Context: an optimization exercise on an open-source flow, tuned for small area and a short achievable clock period. The choices shown serve that exercise and are no tape-out recipe.
The RTL was checked by simulation tests, not by an equivalence proof against the original design.
The clock port is modelled as an ideal driver; clocking choices that lean on that would not hold on a real chip.
Power is estimated from default activity; no workload was simulated.

## design/flow/design.v

```verilog
module hpif_tap (
    input  wire        clk,
    input  wire        rst,
    input  wire        s_valid,
    input  wire [1:0]  s,
    output wire        bit_valid,
    output wire        bit_val,
    output wire        bit_sync,
    output reg         m_valid,
    output wire [10:0] m,
    output wire [2:0]  m_class,
    output wire [7:0]  esel,      
    output wire        fault
);
    localparam [1:0] IDLE = 2'b00, SEG = 2'b01, Z1 = 2'b11, HIT = 2'b10;
    localparam [3:0] NONE = 4'b1111, ONE = 4'b1100;    
    reg  [1:0]  zc;
    reg         fault_r;
    reg         pol;       
    reg  [3:0]  c, t2, t3;
    reg  [2:0]  mhi;       
    reg  [7:0]  mlo;       
    reg         hmk, lmk;  
    wire step  = s_valid && !fault_r;
    wire bad   = s[1] && s[0];
    wire zero  = !s[1] && !s[0];
    wire push  = step && !zero && !bad;
    wire fresh = (zc != SEG);                   
    wire same  = !fresh && (s[1] == pol);       
    function [3:0] inc;
        input [3:0] z;
        inc = {z[2:0], (z[3] | z[2]) & (!(z[3] & z[2]) | (z[1] & z[0]))};
    endfunction
    wire [3:0] c_inc  = inc(c);
    wire [3:0] t2_inc = inc(same ? t2 : c);
    wire [3:0] t3_inc = inc(same ? t3 : t2);
    always @(posedge clk) begin
        if (push) begin
            pol <= s[1];
            c   <= same ? c_inc : (fresh ? NONE : ONE);
            t2  <= fresh ? NONE : t2_inc;
            t3  <= fresh ? NONE : t3_inc;
        end
    end
    wire rec_hit  = (c != NONE);
    wire rec_sync = (t3 != NONE);
    wire symbol   = step && zero && (zc == Z1) && rec_hit;
    wire       idle     = hmk && lmk;                 
    wire       in_rest  = hmk && !lmk;                
    wire       append   = symbol && (rec_sync || !idle);
    wire       last     = !rec_sync && in_rest && mlo[7];
    always @(posedge clk) begin
        if (rst) begin
            zc      <= IDLE;
            fault_r <= 1'b0;
            hmk     <= 1'b1;
            lmk     <= 1'b1;
            m_valid <= 1'b0;
        end else begin
            m_valid <= append && last;
            if (step && bad)
                fault_r <= 1'b1;
            if (step) begin
                if (!zero)
                    zc <= SEG;
                else case (zc)
                    SEG:     zc <= Z1;
                    Z1:      zc <= rec_hit ? HIT : IDLE;
                    default: zc <= IDLE;
                endcase
            end else if (zc == HIT) begin
                zc <= IDLE;
            end
            if (append && (rec_sync || !hmk))
                {hmk, mhi} <= rec_sync ? {3'b001, pol} : {mhi, pol};
            if (append && (rec_sync || hmk))
                {lmk, mlo} <= rec_sync ? 9'b000000001 : {mlo, pol};
        end
    end
    assign bit_valid = (zc == HIT);
    assign bit_val   = pol;
    assign bit_sync  = rec_sync;
    assign m         = {mhi, mlo};
    assign m_class   = {1'b0, mhi[2] && (mhi[1] || mhi[0]), mhi[2] && (mhi[1] || !mhi[0])};
    assign fault     = fault_r;
    wire       ge3  = !fault_r && in_rest;
    assign     esel = {8{ge3}} & (8'd1 << mhi);
endmodule
module hpif_echo (
    input  wire [7:0] mask,
    input  wire [7:0] sel,
    output wire       echo
);
    assign echo = |(mask & sel);
endmodule
module hpif_device (
    input  wire        clk,
    input  wire        rst,
    input  wire        c_valid,
    input  wire [1:0]  c_kind,
    input  wire        din,
    input  wire [19:0] dev_id,
    output wire        dout,
    output wire        id_valid,
    output reg  [19:0] id,
    output wire        acc_valid
);
    reg [1:0] st;
    wire gate = c_valid && !st[1] && din;
    always @(posedge clk) begin
        if (rst) begin
            st <= 2'b00;
            id <= dev_id;
        end else if (gate && c_kind == 2'd1) begin
            st <= 2'b01;
        end else if (gate && c_kind == 2'd2) begin
            st <= 2'b11;
        end else begin
            st[0] <= 1'b0;
        end
    end
    assign dout      = st[1];
    assign id_valid  = st[0] && !st[1];
    assign acc_valid = st[0] && st[1];
endmodule
module hpif_core (
    input  wire        clk,
    input  wire        rst,
    input  wire        s_valid,
    input  wire [1:0]  s,
    input  wire [7:0]  echo_mask,
    output wire        bit_valid,
    output wire        bit_val,
    output wire        bit_sync,
    output wire        m_valid,
    output wire [10:0] m,
    output wire [2:0]  m_class,
    output wire        echo,
    output wire        fault,
    input  wire        c_valid,
    input  wire [1:0]  c_kind,
    input  wire        din,
    input  wire [19:0] dev_id,
    output wire        dout,
    output wire        id_valid,
    output wire [19:0] id,
    output wire        acc_valid
);
    wire [7:0] esel;
    hpif_tap u_tap (
        .clk(clk), .rst(rst), .s_valid(s_valid), .s(s),
        .bit_valid(bit_valid), .bit_val(bit_val), .bit_sync(bit_sync),
        .m_valid(m_valid), .m(m), .m_class(m_class), .esel(esel), .fault(fault)
    );
    hpif_echo u_echo (.mask(echo_mask), .sel(esel), .echo(echo));
    hpif_device u_dev (
        .clk(clk), .rst(rst),
        .c_valid(c_valid), .c_kind(c_kind), .din(din), .dev_id(dev_id),
        .dout(dout), .id_valid(id_valid), .id(id), .acc_valid(acc_valid)
    );
endmodule
```

## design/flow/flow/run.sh

```bash
#!/bin/bash
# The standard layout (standard.sh), with:
#  - synthesis by flow/synth_area.tcl: the standard synthesis, except that
#    ABC maps all logic but the echo AND-OR for area (flow/area.abc);
#  - port buffers of the smallest plain buffer (buf_1) instead of the delay
#    buffer buffer_ports picks by default;
#  - the clock buffered by flow/pre_cts.tcl (four clkbuf_4) instead of
#    TritonCTS's H-tree with dummy loads.
# The whole make output goes to standard.log.
set -o pipefail
here=$(pwd)
export FLOW_AREA_ABC="$here/flow/area.abc"
bash standard.sh finish \
  "SYNTH_SCRIPT=$here/flow/synth_area.tcl" \
  "BUFFER_PORTS_ARGS=-buffer_cell sky130_fd_sc_hd__buf_1" \
  "PRE_CTS_TCL=$here/flow/pre_cts.tcl" \
  "CTS_ARGS=-sink_clustering_enable -repair_clock_nets -dont_use_dummy_load" \
  > standard.log 2>&1
```

## design/flow/flow/area.abc

```
strash
dc2
dch
amap
topo
```

## design/flow/flow/pre_cts.tcl

```tcl
# Clock buffering in place of TritonCTS's H-tree: the clock sinks are split
# into four groups by x position and each group is driven by its own
# clkbuf_4 at the group's centroid, fed straight from the clock port.
# clock_tree_synthesis then finds the clock already buffered and adds nothing.
set nclk 4
set cbuf sky130_fd_sc_hd__clkbuf_4
set sinks {}
foreach p [get_pins -hierarchical */CLK] {
  set inst [[sta::sta_to_db_pin $p] getInst]
  set loc [$inst getLocation]
  lappend sinks [list [lindex $loc 0] [lindex $loc 1] [get_full_name $p]]
}
set sinks [lsort -integer -index 0 $sinks]
set n [llength $sinks]
set dbu [[ord::get_db_tech] getDbUnitsPerMicron]
for {set g 0} {$g < $nclk} {incr g} {
  set lo [expr {$g * $n / $nclk}]
  set hi [expr {($g + 1) * $n / $nclk - 1}]
  set grp [lrange $sinks $lo $hi]
  set sx 0; set sy 0; set pins {}
  foreach s $grp {
    set sx [expr {$sx + [lindex $s 0]}]
    set sy [expr {$sy + [lindex $s 1]}]
    lappend pins [get_pins [lindex $s 2]]
  }
  set k [llength $grp]
  insert_buffer -buffer_cell $cbuf -net clk -load_pins $pins \
    -location [list [expr {$sx / $k / double($dbu)}] [expr {$sy / $k / double($dbu)}]] \
    -buffer_name clkbuf_g$g -net_name clknet_g$g
}
```

## design/flow/flow/synth_area.tcl

```tcl
# synth_recipe.tcl (the standard synthesis) with one change: ABC maps every
# module but hpif_echo for area (flow/area.abc) instead of for speed.
# hpif_echo, the only logic on the critical path (echo_mask -> echo), keeps
# the standard speed mapping. Registers are mapped by dfflibmap before ABC
# runs, so they are the standard synthesis's, with the same names.
proc synth {args} { yosys synth -nofsm -noshare {*}$args }
proc abc {args} {
  yosys abc {*}$args hpif_echo
  set i [lsearch -exact $args -script]
  set area_args [lreplace $args [expr {$i + 1}] [expr {$i + 1}] $::env(FLOW_AREA_ABC)]
  set j [lsearch -exact $area_args -D]
  if {$j >= 0} { set area_args [lreplace $area_args $j [expr {$j + 1}]] }
  yosys abc {*}$area_args hpif_core hpif_tap hpif_device
}
source $::env(SCRIPTS_DIR)/synth.tcl
# left out here: clear keep_hierarchy, flatten, clean up, hide names made inside functions, write 1_2_yosys.v
```

## design/flow/standard.sh

```bash
#!/bin/bash
# synth_recipe.tcl (not shown) runs the flow's synth.tcl, then flattens the netlist and writes it again
# the make line also repeats each setting of config.mk as NAME=value (left out here)
make -C /OpenROAD-flow-scripts/flow DESIGN_CONFIG=/design/flow/config.mk WORK_HOME=/design/flow/orfs CLKGATE_MAP_FILE= SYNTH_SCRIPT=/design/flow/synth_recipe.tcl "${@:-finish}"
```

## design/flow/config.mk

```make
export PLATFORM = sky130hd
export DESIGN_NAME = hpif_core
export DESIGN_NICKNAME = hpif_core
export VERILOG_FILES = /design/flow/design.v
export SDC_FILE = /design/flow/constraint.sdc
export NUM_CORES = 4
export LEC_CHECK = 0
export CAP_MARGIN = 20
export CORE_MARGIN = 2
export CORE_UTILIZATION = 60
export SLEW_MARGIN = 20
export SYNTH_HIERARCHICAL = 1
export SYNTH_MINIMUM_KEEP_SIZE = 0
```

## design/flow/constraint.sdc

```tcl
create_clock -name core_clock -period 22.0 [get_ports {clk}]
set_input_delay 4.4000 -clock core_clock [delete_from_list [all_inputs] [get_ports {clk}]]
set_output_delay 4.4000 -clock core_clock [all_outputs]
set_load 0.01 [all_outputs]
```

==> impl_metrics.yaml, run 1 <==
drt:
  detail_route.drc_violations: 0
  detail-route-antenna-nets: 0
  drt_first_iter_violations: 69
  route.detailed.wl_per_inst_um: 12.93
  detail_route.vias_per_cell: 5.197
  first_pass_iters: 4
  vias: 1528
  finalWirelength_mm: 3.801
floorplan:
  rows: 21
  count_of_boundary_i_o_pins: 80
  die-height_um: 62.62
  floorplan.die.width_um: 62.62
  floorplan.core_area_um2: 3311
  floorplan.initialDensity_pct: 62.28
  die_area_um2: 3921
placement:
  dp_cells: 290
  detailedPlacementHpwl_mm: 2.931
  gp_congestion: 0.8089
  port_buffers: 78
logic_synthesis:
  syn_nets: 203
  async_flop_share_pct: 0
  count_of_flip_flops_with_a_built_in_enable_after_synthesis: 44
  post_synth_main_area_contributors: "edfxtp_1 (64%), dfxtp_1 (7.8%), nor2_1 (4.7%), nor2b_1 (2.7%), clkinv_1 (2.5%)"
  synthesis.instances: 166
  netlist_area_um2: 2062
  syn_avg_cell_area_um2: 12.42
  synth.lib_cells_used.distinct: 27
  ys.warnings.count: 8
  ys.flop_type: "edfxtp_1"
  seq_area_frac_synth_pct: 71.84
  library_cell_occupying_the_most_area_in_the_post_synthesis_netlist: "edfxtp_1"
  share_of_the_synthesized_area_in_the_top_cell_type_pct: 64.08
  yosys_register_bits: 52
worst_setup_path:
  worst-setup-path-type: "in2out"
  critical_path.endpoint_type: "output port"
  path_common_cell: "buf_1"
  worstPathMaxFanout: 1
  crit_required_ns: 17.60
  ff2ff_setup_slack_ns: 19.57
  timing.critical_path.from: "echo_mask[5]"
  cp_data_arrival_time_ns: 4.93
  slowest_cell_on_crit_path: "a22oi_1"
  critical-path-max-stage-delay_ns: 0.20
  crit_chain: "buf_1 -> a22oi_1 -> nand4_1 -> buf_1"
  cp-start-kind: "input pin"
  reg2reg_depth: 8
  rr_endpoint: "u_tap.t2[0]"
  worstReg2RegStart: "u_tap.pol"
  worstSetupEndpoint: "echo"
cts:
  clk_pin_slew_ns: 0.11
  cts_resized: 0
  cts_hold_buf: 0
  insertion_delay_ns: 0.18
  cts_setup_buffers: 0
grt:
  grt_max_degree: 31
  antenna_found_initial: 0
  first_global_vias: 1515
  gr-usage-all-layers_pct: 20.03
  grt_remaining_overflow: 0
  grt_first_pass_wirelength_mm: 6.520
power:
  power.density_nw_per_um2: 64.35
  max-vdd-ir-drop_mv: 0.04287
  power.leakage_nw: 0.7427
timing:
  final_min_period_over_clock_period_pct: 42.39
  setup_viol: 0
  max-slew-margin-rel_pct: 52.30
  fin_hold_ws_ns: 0.5308
  final-hold-violation-count: 0
  period_needed_ns: 9.326
  max_clock_freq_mhz: 107.2
  worst-slew-pin-transition_ns: 0.7156
  finClkSkew_ns: 0.008051
  timing.final.max_slew_violations: 0
  totalNegativeSetupSlack_ns: 0
  rsz_0062_raised_after_global_routing: "no"
hold_path:
  min-delay-path-class: "reg2reg"
finish:
  final_cell_mix: "buf_1 (78), edfxtp_1 (44), nor2_1 (26)"
  final.fill_count: 250
  syn_to_final_growth_pct: 18.63
  final-instance-count-excl-fill: 294
  final_layout_size_suffix_gt1_share_pct: 2.419
  final_util_pct: 73.89
  commonest_non_fill_non_tap_cell_in_the_layout: "buf_1"
  num_antenna_cells: 0
  design.final.nets: 287
outcome:
  result_of_the_run: "timing/DRC/antenna clean"
run:
  cap_violations: 0
-- Yosys cell counts, types with 2 or more instances --
| library cell | number |
|---|---|
| or3_1 | 2 |
| nand4_1 | 2 |
| nor3_1 | 6 |
| nand2_1 | 10 |
| nor3b_1 | 2 |
| or2_0 | 3 |
| a221o_1 | 2 |
| clkinv_1 | 14 |
| nand3_1 | 3 |
| a31oi_1 | 2 |
| edfxtp_1 | 44 |
| nor2_1 | 26 |
| o21ai_0 | 10 |
| nor2b_1 | 9 |
| dfxtp_1 | 8 |
| a22oi_1 | 4 |
| nand2b_1 | 2 |
| o22ai_1 | 4 |
| a21oi_1 | 5 |
-- Yosys stat by module, one instance, submodules excluded, excerpt --
module	cell area, um2	flops+latches	copies in the design
hpif_device	691.9	22	1
hpif_tap	1334	30	1
hpif_echo	36.28	0	1
-- routing by layer --
metal	track usage [%]	vias up	wire [um]
li1	-	768	-
met1	25.44	699	1534
met2	38.04	57	2017
met3	1.982	4	217
met4	2.778	0	31
met5	0	-	0
-- critical path, delay by kind of cell --
kind,cells,cell delay (ns)
buffers and inverters,2,0.22
AOI/OAI and AO/OA,1,0.20
and+or+nand+nor,1,0.11
-- state kept, by name, summed over array words and instances (netlist names) --
register and cells:
u_tap.c 4, u_tap.t2 4, u_tap.fault_r 1, u_tap.t3 4
u_tap.pol 1, u_tap.m_valid 1, u_tap.hmk 1, u_dev.st 2
u_dev.id 20, u_tap.lmk 1, u_tap.mlo 8, u_tap.mhi 3
u_tap.zc 2
-- area by class of cell, without the clock buffers --
type | instances | area [um2] | share of cell area [%]
tap | 46 | 57.56 | 2.353
timing repair buffer | 79 | 300.3 | 12.28
sequential | 52 | 1481 | 60.56
inverter | 14 | 52.55 | 2.148
multi-input combinational | 99 | 524.3 | 21.43
-- report_power, final --
part           switching (mW)  total [mW]  internal, mW
logic                 0.00968      0.0148       0.00512
clock network          0.0203      0.0291       0.00875
registers             0.00176       0.114         0.112
total                  0.0317       0.157         0.126
-- per-stage QoR --
stage | area [um2] | power [mW] | worst slack (ns)
after floorplan | 2062 | 0.1233 | 12.88
after global placement | 2412 | 0.1299 | 12.73
after detailed placement | 2412 | 0.1306 | 12.68
after CTS | 2442 | 0.1535 | 12.67
after global routing | 2446 | 0.1647 | 12.63
final | 2446 | 0.1574 | 12.67
-- worst min-delay path by stage --
| stage | depth (start not counted) | slack (ns) | startpoint | to |
|---|---|---|---|---|
| 6_report | 2 | 0.53 | u_tap.zc[1] | u_tap.m_valid |
| 2_1_floorplan | 2 | 0.45 | u_tap.lmk | u_tap.lmk |
| 3_3_place_gp | 2 | 0.46 | u_tap.lmk | u_tap.lmk |
| 5_1_grt | 2 | 0.58 | u_dev.st[1] | u_dev.st[1] |
| 4_1_cts | 2 | 0.51 | u_dev.st[1] | u_dev.st[1] |
| 3_5_place_dp | 2 | 0.51 | u_dev.st[1] | u_dev.st[1] |
-- cell families (layout without fill, tap and decap cells) --
logic type / Yosys count / after routing / synth area share, %
AO/OA/AOI/OAI: 31 / 31 / 9.466
other: 1 / 1 / 0.1819
AND/OR/NAND/NOR: 67 / 67 / 15.59
buffers and inverters: 15 / 97 / 2.913
flip-flops: 52 / 52 / 71.84
==> run 2, diff against run 1 <==
--- a/design/flow/design.v
+++ b/design/flow/design.v
@@ -6,7 +6,7 @@
     output wire        bit_valid,
     output wire        bit_val,
     output wire        bit_sync,
-    output reg         m_valid,
+    output wire        m_valid,
     output wire [10:0] m,
     output wire [2:0]  m_class,
     output wire [7:0]  esel,      
@@ -45,19 +45,17 @@
     wire rec_hit  = (c != NONE);
     wire rec_sync = (t3 != NONE);
     wire symbol   = step && zero && (zc == Z1) && rec_hit;
-    wire       idle     = hmk && lmk;                 
+    wire       idle     = lmk;                        
     wire       in_rest  = hmk && !lmk;                
     wire       append   = symbol && (rec_sync || !idle);
-    wire       last     = !rec_sync && in_rest && mlo[7];
+    wire       discard  = symbol && !rec_sync && idle;
     always @(posedge clk) begin
         if (rst) begin
             zc      <= IDLE;
             fault_r <= 1'b0;
-            hmk     <= 1'b1;
+            hmk     <= 1'b0;
             lmk     <= 1'b1;
-            m_valid <= 1'b0;
         end else begin
-            m_valid <= append && last;
             if (step && bad)
                 fault_r <= 1'b1;
             if (step) begin
@@ -73,11 +71,14 @@
             end
             if (append && (rec_sync || !hmk))
                 {hmk, mhi} <= rec_sync ? {3'b001, pol} : {mhi, pol};
+            else if (discard)
+                hmk <= 1'b0;
             if (append && (rec_sync || hmk))
                 {lmk, mlo} <= rec_sync ? 9'b000000001 : {mlo, pol};
         end
     end
     assign bit_valid = (zc == HIT);
+    assign m_valid   = bit_valid && hmk && lmk;
     assign bit_val   = pol;
     assign bit_sync  = rec_sync;
     assign m         = {mhi, mlo};
--- a/design/flow/flow/run.sh
+++ b/design/flow/flow/run.sh
@@ -4,7 +4,7 @@
 #    ABC maps all logic but the echo AND-OR for area (flow/area.abc);
 #  - port buffers of the smallest plain buffer (buf_1) instead of the delay
 #    buffer buffer_ports picks by default;
-#  - the clock buffered by flow/pre_cts.tcl (four clkbuf_4) instead of
+#  - the clock buffered by flow/pre_cts.tcl (three clkbuf_8) instead of
 #    TritonCTS's H-tree with dummy loads.
 # The whole make output goes to standard.log.
 set -o pipefail
--- a/design/flow/flow/pre_cts.tcl
+++ b/design/flow/flow/pre_cts.tcl
@@ -1,9 +1,9 @@
 # Clock buffering in place of TritonCTS's H-tree: the clock sinks are split
-# into four groups by x position and each group is driven by its own
-# clkbuf_4 at the group's centroid, fed straight from the clock port.
+# into three groups by x position and each group is driven by its own
+# clkbuf_8 at the group's centroid, fed straight from the clock port.
 # clock_tree_synthesis then finds the clock already buffered and adds nothing.
-set nclk 4
-set cbuf sky130_fd_sc_hd__clkbuf_4
+set nclk 3
+set cbuf sky130_fd_sc_hd__clkbuf_8
 set sinks {}
 foreach p [get_pins -hierarchical */CLK] {
   set inst [[sta::sta_to_db_pin $p] getInst]
==> impl_metrics.yaml, run 2 <==
finish:
  largest_reg_flops: 20
  max_flop_register: "u_dev.id"
  commonest_non_fill_non_tap_cell_in_the_layout: "buf_1"
  syn_to_final_growth_pct: 19.29
  num_antenna_cells: 0
  multi_input_comb_area_um2: 520.5
  final_util_pct: 73.85
  final_cell_mix: "buf_1 (78), edfxtp_1 (44), nor2_1 (32)"
  design.final.nets: 286
  final.fill_count: 255
  final_layout_size_suffix_gt1_share_pct: 2.024
  final_cell_area_um2: 2445
  ff_latch_area_um2: 1461
drt:
  detail_route.drc_violations: 0
  detail-route-antenna-nets: 0
  first_pass_iters: 4
  finalWirelength_mm: 3.952
  drt_first_iter_violations: 54
  detail_route.vias_per_cell: 5.324
  route.detailed.wl_per_inst_um: 13.49
  vias: 1560
logic_synthesis:
  ys_top_cells_by_count: "edfxtp_1 (44), nor2_1 (32), clkinv_1 (17), nand2_1 (9), nor2b_1 (8)"
  post_synth_and_or_nand_nor_area_fraction_pct: 15.20
  library_cell_occupying_the_most_area_in_the_post_synthesis_netlist: "edfxtp_1"
  netlist_area_um2: 2049
  synth_most_common_cell: "edfxtp_1"
  async_flop_share_pct: 0
  ys.warnings.count: 8
  count_of_flip_flops_with_a_built_in_enable_after_synthesis: 44
  synth_xor_area_share_pct: 0
  yosys-mux-area-fraction_pct: 0
  ys.flop_type: "edfxtp_1"
  synth.lib_cells_used.distinct: 26
  syn_nets: 203
  seq_area_frac_synth_pct: 71.31
  post_synth_main_area_contributors: "edfxtp_1 (64%), dfxtp_1 (6.8%), nor2_1 (5.9%), clkinv_1 (3.1%), nor2b_1 (2.4%)"
  synth_compound_gate_area_share_pct: 9.829
  arithmetic_cell_share_of_the_synthesized_area_counting_full_adders_half_adders_and_majority_gates_pct: 0
  syn_avg_cell_area_um2: 12.35
  combinational_family_with_the_most_area_after_synthesis: "simple AND/OR/NAND/NOR gates"
  share_of_the_synthesized_area_in_the_top_cell_type_pct: 64.47
  synthesis.instances: 166
  yosys_register_bits: 51
floorplan:
  die-height_um: 62.45
  die_area_um2: 3899
  floorplan.die.width_um: 62.45
  count_of_boundary_i_o_pins: 80
  rows: 21
  floorplan.initialDensity_pct: 61.90
  floorplan.core_area_um2: 3311
worst_setup_path:
  worstPathMaxFanout: 1
  cp-start-kind: "input pin"
  worst-setup-path-type: "in2out"
  cp_data_arrival_time_ns: 4.93
  critical_path.endpoint_type: "output port"
  crit_required_ns: 17.60
power:
  totalPowerFinal_mw: 0.1611
  power.leakage_nw: 0.7512
  power.density_nw_per_um2: 65.91
  max-vdd-ir-drop_mv: 0.07430
cts:
  cts_hold_buf: 0
  cts_setup_buffers: 0
  insertion_delay_ns: 0.17
  clk_pin_slew_ns: 0.11
  cts_resized: 0
placement:
  detailedPlacementHpwl_mm: 2.965
  port_buffers: 78
  dpl_cell_area_um2: 2400
  gp_congestion: 0.7714
grt:
  gr-usage-all-layers_pct: 20.72
  antenna_found_initial: 0
  grt_first_pass_wirelength_mm: 6.658
  first_global_vias: 1454
  grt_max_degree: 30
  grt_remaining_overflow: 0
run:
  cap_violations: 0
timing:
  max-slew-margin-rel_pct: 53.31
  worst-slew-pin-transition_ns: 0.7004
  timing.final.max_slew_violations: 0
  period_needed_ns: 9.333
  totalNegativeSetupSlack_ns: 0
  rsz_0062_raised_after_global_routing: "no"
  setup_viol: 0
  max_clock_freq_mhz: 107.2
  finClkSkew_ns: 0.01566
  final_min_period_over_clock_period_pct: 42.42
  final-hold-violation-count: 0
outcome:
  result_of_the_run: "timing/DRC/antenna clean"
hold_path:
  min-delay-path-class: "reg2reg"
run 2: per-stage QoR:
| step | instances | setup WS (ns) | hold slack [ns] |
|---|---|---|---|
| after global placement | 290 | 12.73 | 0.4728 |
| after CTS | 293 | 12.68 | 0.4900 |
| after floorplan | 166 | 12.88 | 0.5079 |
| after global routing | 293 | 12.60 | 0.5563 |
| final | 293 | 12.67 | 0.5036 |
| after detailed placement | 290 | 12.68 | 0.4900 |
run 2: cell families after synthesis:
| group | count (synthesis) |
|---|---|
| other | 1 |
| buffers and inverters | 18 |
| flip-flops | 51 |
| AO/OA/AOI/OAI | 29 |
| AND/OR/NAND/NOR | 67 |
run 2: routing by layer:
metal / wire, um / GRT usage (%) / vias to the layer above
li1: - / - / 762
met1: 1628 / 27.33 / 738
met2: 2079 / 39.11 / 55
met3: 205 / 1.622 / 5
met4: 38 / 1.944 / 0
met5: 0 / 0 / -
run 2: final cells by class, without the clock buffers:
cell class                 count  area share (%)
sequential                    51           59.77
multi-input combinational     97           21.29
timing repair buffer          79           12.28
inverter                      17           2.610
tap                           46           2.354
run 2: power breakdown:
part / leakage [nW] / switching, mW / internal [mW] / total [mW]
clock: 0.0216 / 0.0216 / 0.0126 / 0.0343
combinational: 0.272 / 0.00984 / 0.00509 / 0.0149
sequential: 0.458 / 0.00185 / 0.110 / 0.112
total: 0.751 / 0.0333 / 0.128 / 0.161
run 2: worst max-delay path: stages:
cell and delay (ns):
buf_1 0.07, a22oi_1 0.19, nand4_1 0.13, buf_1 0.15
run 2: Yosys stat by module (local to each module, per instance), excerpt:
module	times used	cell area [um2]
hpif_tap	1	1321
hpif_device	1	691.9
hpif_echo	1	36.28
run 2: path summary, 6_finish.rpt:
kind | from | end | slack [ns] | cells past startpoint
setup / recovery | echo_mask[3] | echo | 12.67 | 4
hold / removal | u_tap.mlo[7] | u_tap.lmk | 0.50 | 2
setup reg to reg | u_tap.pol | u_tap.t2[0] | 19.58 | 7
hold reg to reg | u_tap.mlo[7] | u_tap.lmk | 0.50 | 2
==> run 3, diff against run 2 <==
--- a/design/flow/flow/run.sh
+++ b/design/flow/flow/run.sh
@@ -4,7 +4,7 @@
 #    ABC maps all logic but the echo AND-OR for area (flow/area.abc);
 #  - port buffers of the smallest plain buffer (buf_1) instead of the delay
 #    buffer buffer_ports picks by default;
-#  - the clock buffered by flow/pre_cts.tcl (three clkbuf_8) instead of
+#  - the clock buffered by flow/pre_cts.tcl (four clkbuf_4) instead of
 #    TritonCTS's H-tree with dummy loads.
 # The whole make output goes to standard.log.
 set -o pipefail
==> design/flow/flow/pre_cts.tcl (replaced) <==
# Clock buffering in place of TritonCTS's H-tree: the clock sinks are split
# into 2 x 2 groups (by x into halves, then each half by y) and each group is
# driven by its own clkbuf_4 at the group's centroid, fed straight from the
# clock port. clock_tree_synthesis then finds the clock already buffered and
# adds nothing.
set cbuf sky130_fd_sc_hd__clkbuf_4
set sinks {}
foreach p [get_pins -hierarchical */CLK] {
  set inst [[sta::sta_to_db_pin $p] getInst]
  set loc [$inst getLocation]
  lappend sinks [list [lindex $loc 0] [lindex $loc 1] [get_full_name $p]]
}
set sinks [lsort -integer -index 0 $sinks]
set n [llength $sinks]
set half [expr {$n / 2}]
set groups {}
foreach part [list [lrange $sinks 0 [expr {$half - 1}]] [lrange $sinks $half end]] {
  set part [lsort -integer -index 1 $part]
  set m [llength $part]
  lappend groups [lrange $part 0 [expr {$m / 2 - 1}]] [lrange $part [expr {$m / 2}] end]
}
set dbu [[ord::get_db_tech] getDbUnitsPerMicron]
set g 0
foreach grp $groups {
  set sx 0; set sy 0; set pins {}
  foreach s $grp {
    set sx [expr {$sx + [lindex $s 0]}]
    set sy [expr {$sy + [lindex $s 1]}]
    lappend pins [get_pins [lindex $s 2]]
  }
  set k [llength $grp]
  insert_buffer -buffer_cell $cbuf -net clk -load_pins $pins \
    -location [list [expr {$sx / $k / double($dbu)}] [expr {$sy / $k / double($dbu)}]] \
    -buffer_name clkbuf_g$g -net_name clknet_g$g
  incr g
}
==> impl_metrics.yaml, run 3 <==
timing:
  finClkSkew_ns: 0.007155
  fin_hold_ws_ns: 0.5052
  final_min_period_over_clock_period_pct: 42.42
  max_clock_freq_mhz: 107.1
  timing.final.max_slew_violations: 0
  worst-slew-pin-transition_ns: 0.7188
  totalNegativeSetupSlack_ns: 0
  final-hold-violation-count: 0
  max-slew-margin-rel_pct: 52.08
  period_needed_ns: 9.333
  rsz_0062_raised_after_global_routing: "no"
  setup_viol: 0
placement:
  detailedPlacementHpwl_mm: 2.965
  gp_congestion: 0.7714
  dp_cells: 290
  port_buffers: 78
finish:
  design.final.nets: 287
  final_util_pct: 73.51
  final_cell_mix: "buf_1 (78), edfxtp_1 (44), nor2_1 (32)"
  num_antenna_cells: 0
  max_flop_register: "u_dev.id"
  syn_to_final_growth_pct: 18.74
  final_layout_size_suffix_gt1_share_pct: 2.419
  largest_reg_flops: 20
  commonest_non_fill_non_tap_cell_in_the_layout: "buf_1"
  final-instance-count-excl-fill: 294
hold_path:
  min-delay-path-class: "reg2reg"
cts:
  clk_pin_slew_ns: 0.12
  cts_hold_buf: 0
  cts_setup_buffers: 0
  cts_resized: 0
  insertion_delay_ns: 0.18
logic_synthesis:
  combinational_family_with_the_most_area_after_synthesis: "simple AND/OR/NAND/NOR gates"
  synth_compound_gate_area_share_pct: 9.829
  yosys_register_bits: 51
  ys.flop_type: "edfxtp_1"
  syn_avg_cell_area_um2: 12.35
  synth.lib_cells_used.distinct: 26
  share_of_the_synthesized_area_in_the_top_cell_type_pct: 64.47
  library_cell_occupying_the_most_area_in_the_post_synthesis_netlist: "edfxtp_1"
  netlist_area_um2: 2049
  syn_nets: 203
  post_synth_main_area_contributors: "edfxtp_1 (64%), dfxtp_1 (6.8%), nor2_1 (5.9%), clkinv_1 (3.1%), nor2b_1 (2.4%)"
  synthesis.instances: 166
  yosys-mux-area-fraction_pct: 0
  async_flop_share_pct: 0
  ys_top_cells_by_count: "edfxtp_1 (44), nor2_1 (32), clkinv_1 (17), nand2_1 (9), nor2b_1 (8)"
  seq_area_frac_synth_pct: 71.31
  arithmetic_cell_share_of_the_synthesized_area_counting_full_adders_half_adders_and_majority_gates_pct: 0
  count_of_flip_flops_with_a_built_in_enable_after_synthesis: 44
  synth_xor_area_share_pct: 0
  synth_most_common_cell: "edfxtp_1"
  ys.warnings.count: 8
  post_synth_and_or_nand_nor_area_fraction_pct: 15.20
floorplan:
  die-height_um: 62.45
  floorplan.die.width_um: 62.45
  floorplan.initialDensity_pct: 61.90
  die_area_um2: 3899
  rows: 21
  floorplan.core_area_um2: 3311
  count_of_boundary_i_o_pins: 80
grt:
  grt_max_degree: 30
  gr-usage-all-layers_pct: 20.45
  first_global_vias: 1465
  grt_remaining_overflow: 0
  antenna_found_initial: 0
  grt_first_pass_wirelength_mm: 6.541
worst_setup_path:
  crit_required_ns: 17.60
  critical_path.endpoint_type: "output port"
  worst-setup-path-type: "in2out"
  cp_data_arrival_time_ns: 4.93
  cp-start-kind: "input pin"
  worstPathMaxFanout: 1
power:
  totalPowerFinal_mw: 0.1569
  max-vdd-ir-drop_mv: 0.04839
  power.density_nw_per_um2: 64.47
  power.leakage_nw: 0.7480
drt:
  route.detailed.wl_per_inst_um: 13.48
  vias: 1536
  detail_route.drc_violations: 0
  first_pass_iters: 5
  detail-route-antenna-nets: 0
  drt_first_iter_violations: 54
  detail_route.vias_per_cell: 5.224
  finalWirelength_mm: 3.964
outcome:
  result_of_the_run: "timing/DRC/antenna clean"
run:
  cap_violations: 0
-- run 3: kinds of logic (layout without fill, tap and decap cells) --
| logic type | count (synthesis) | in the layout |
|---|---|---|
| AO/OA/AOI/OAI | 29 | 29 |
| buffers and inverters | 18 | 100 |
| flip-flops | 51 | 51 |
| other | 1 | 1 |
| AND/OR/NAND/NOR | 67 | 67 |
-- run 3: path summary, 6_finish.rpt --
check / start / end / slack (ns) / depth (start not counted)
max: echo_mask[3] / echo / 12.67 / 4
min: u_tap.mlo[7] / u_tap.lmk / 0.51 / 2
max reg2reg: u_tap.pol / u_tap.t3[0] / 19.54 / 7
min reg2reg: u_tap.mlo[7] / u_tap.lmk / 0.51 / 2
-- run 3: layer usage --
layer / vias up / share of wire, % / track usage (%)
met1: 714 / 40 / 26.31
li1: 766 / - / -
met4: 0 / 0.88 / 2.222
met5: - / 0 / 0
met3: 4 / 5.7 / 2.342
met2: 52 / 53 / 38.58
-- run 3: cell type report, without the clock buffers --
cell class,instances,area [um2]
tap,46,57.56
timing repair buffer,79,300.3
multi-input combinational,97,520.5
sequential,51,1461
fill,260,877.1
inverter,17,63.81
-- run 3: Yosys stat by module, one instance, submodules excluded, excerpt --
| module | area (um2) | copies in the design | cells inside | flip-flops and latches |
|---|---|---|---|---|
| hpif_device | 691.9 | 1 | 32 | 22 |
| hpif_echo | 36.28 | 1 | 5 | 0 |
| hpif_tap | 1321 | 1 | 129 | 29 |
-- run 3: power by group --
group	leakage, nW	internal (mW)	total [mW]	switching [mW]
clock network	0.0184	0.00876	0.0300	0.0212
registers	0.458	0.110	0.112	0.00188
logic	0.272	0.00509	0.0149	0.00984
total	0.748	0.124	0.157	0.0330
-- run 3: critical path: stages --
cell,delay (ns)
buf_1,0.07
a22oi_1,0.19
nand4_1,0.13
buf_1,0.15
-- run 3: stage by stage --
step	area, um2	setup slack [ns]
2_1_floorplan	2049	12.88
3_3_place_gp	2400	12.73
3_5_place_dp	2400	12.68
4_1_cts	2430	12.68
5_1_grt	2434	12.60
6_report	2434	12.67

static timing again, ports no longer ideal:
Ports are ideal in the flow. The routed layouts listed here were re-timed in OpenROAD.
Step 1 (the two cells are an assumption about what drives the block):
set clk [get_ports {clk}]
set_driving_cell -lib_cell sky130_fd_sc_hd__clkbuf_16 $clk
set_driving_cell -lib_cell sky130_fd_sc_hd__buf_2 [delete_from_list [all_inputs] $clk]
Step 2 also shifts input and output timing later by t, the mid clock arrival at the registers, as if the neighbouring blocks saw the same clock.
a / b / c = ideal ports / drivers / drivers and shift; a / b = the first two.
| run | shift t [ns] | slack for setup (ns) | worst setup path at the end | latest minus earliest clock arrival (ns) |
|---|---|---|---|---|
| run 1 | 0.209 | 12.674 / 12.650 / 12.650 | input to output | 0.012 / 0.012 |
| run 2 | 0.198 | 12.667 / 12.646 / 12.646 | input to output | 0.021 / 0.021 |
| run 3 | 0.218 | 12.667 / 12.646 / 12.646 | input to output | 0.008 / 0.008 |
After both steps setup and hold are still met in every run listed. The setup slack of run 1, which loses most, moves by -0.024 ns with the drivers and by -0.024 ns with both steps.
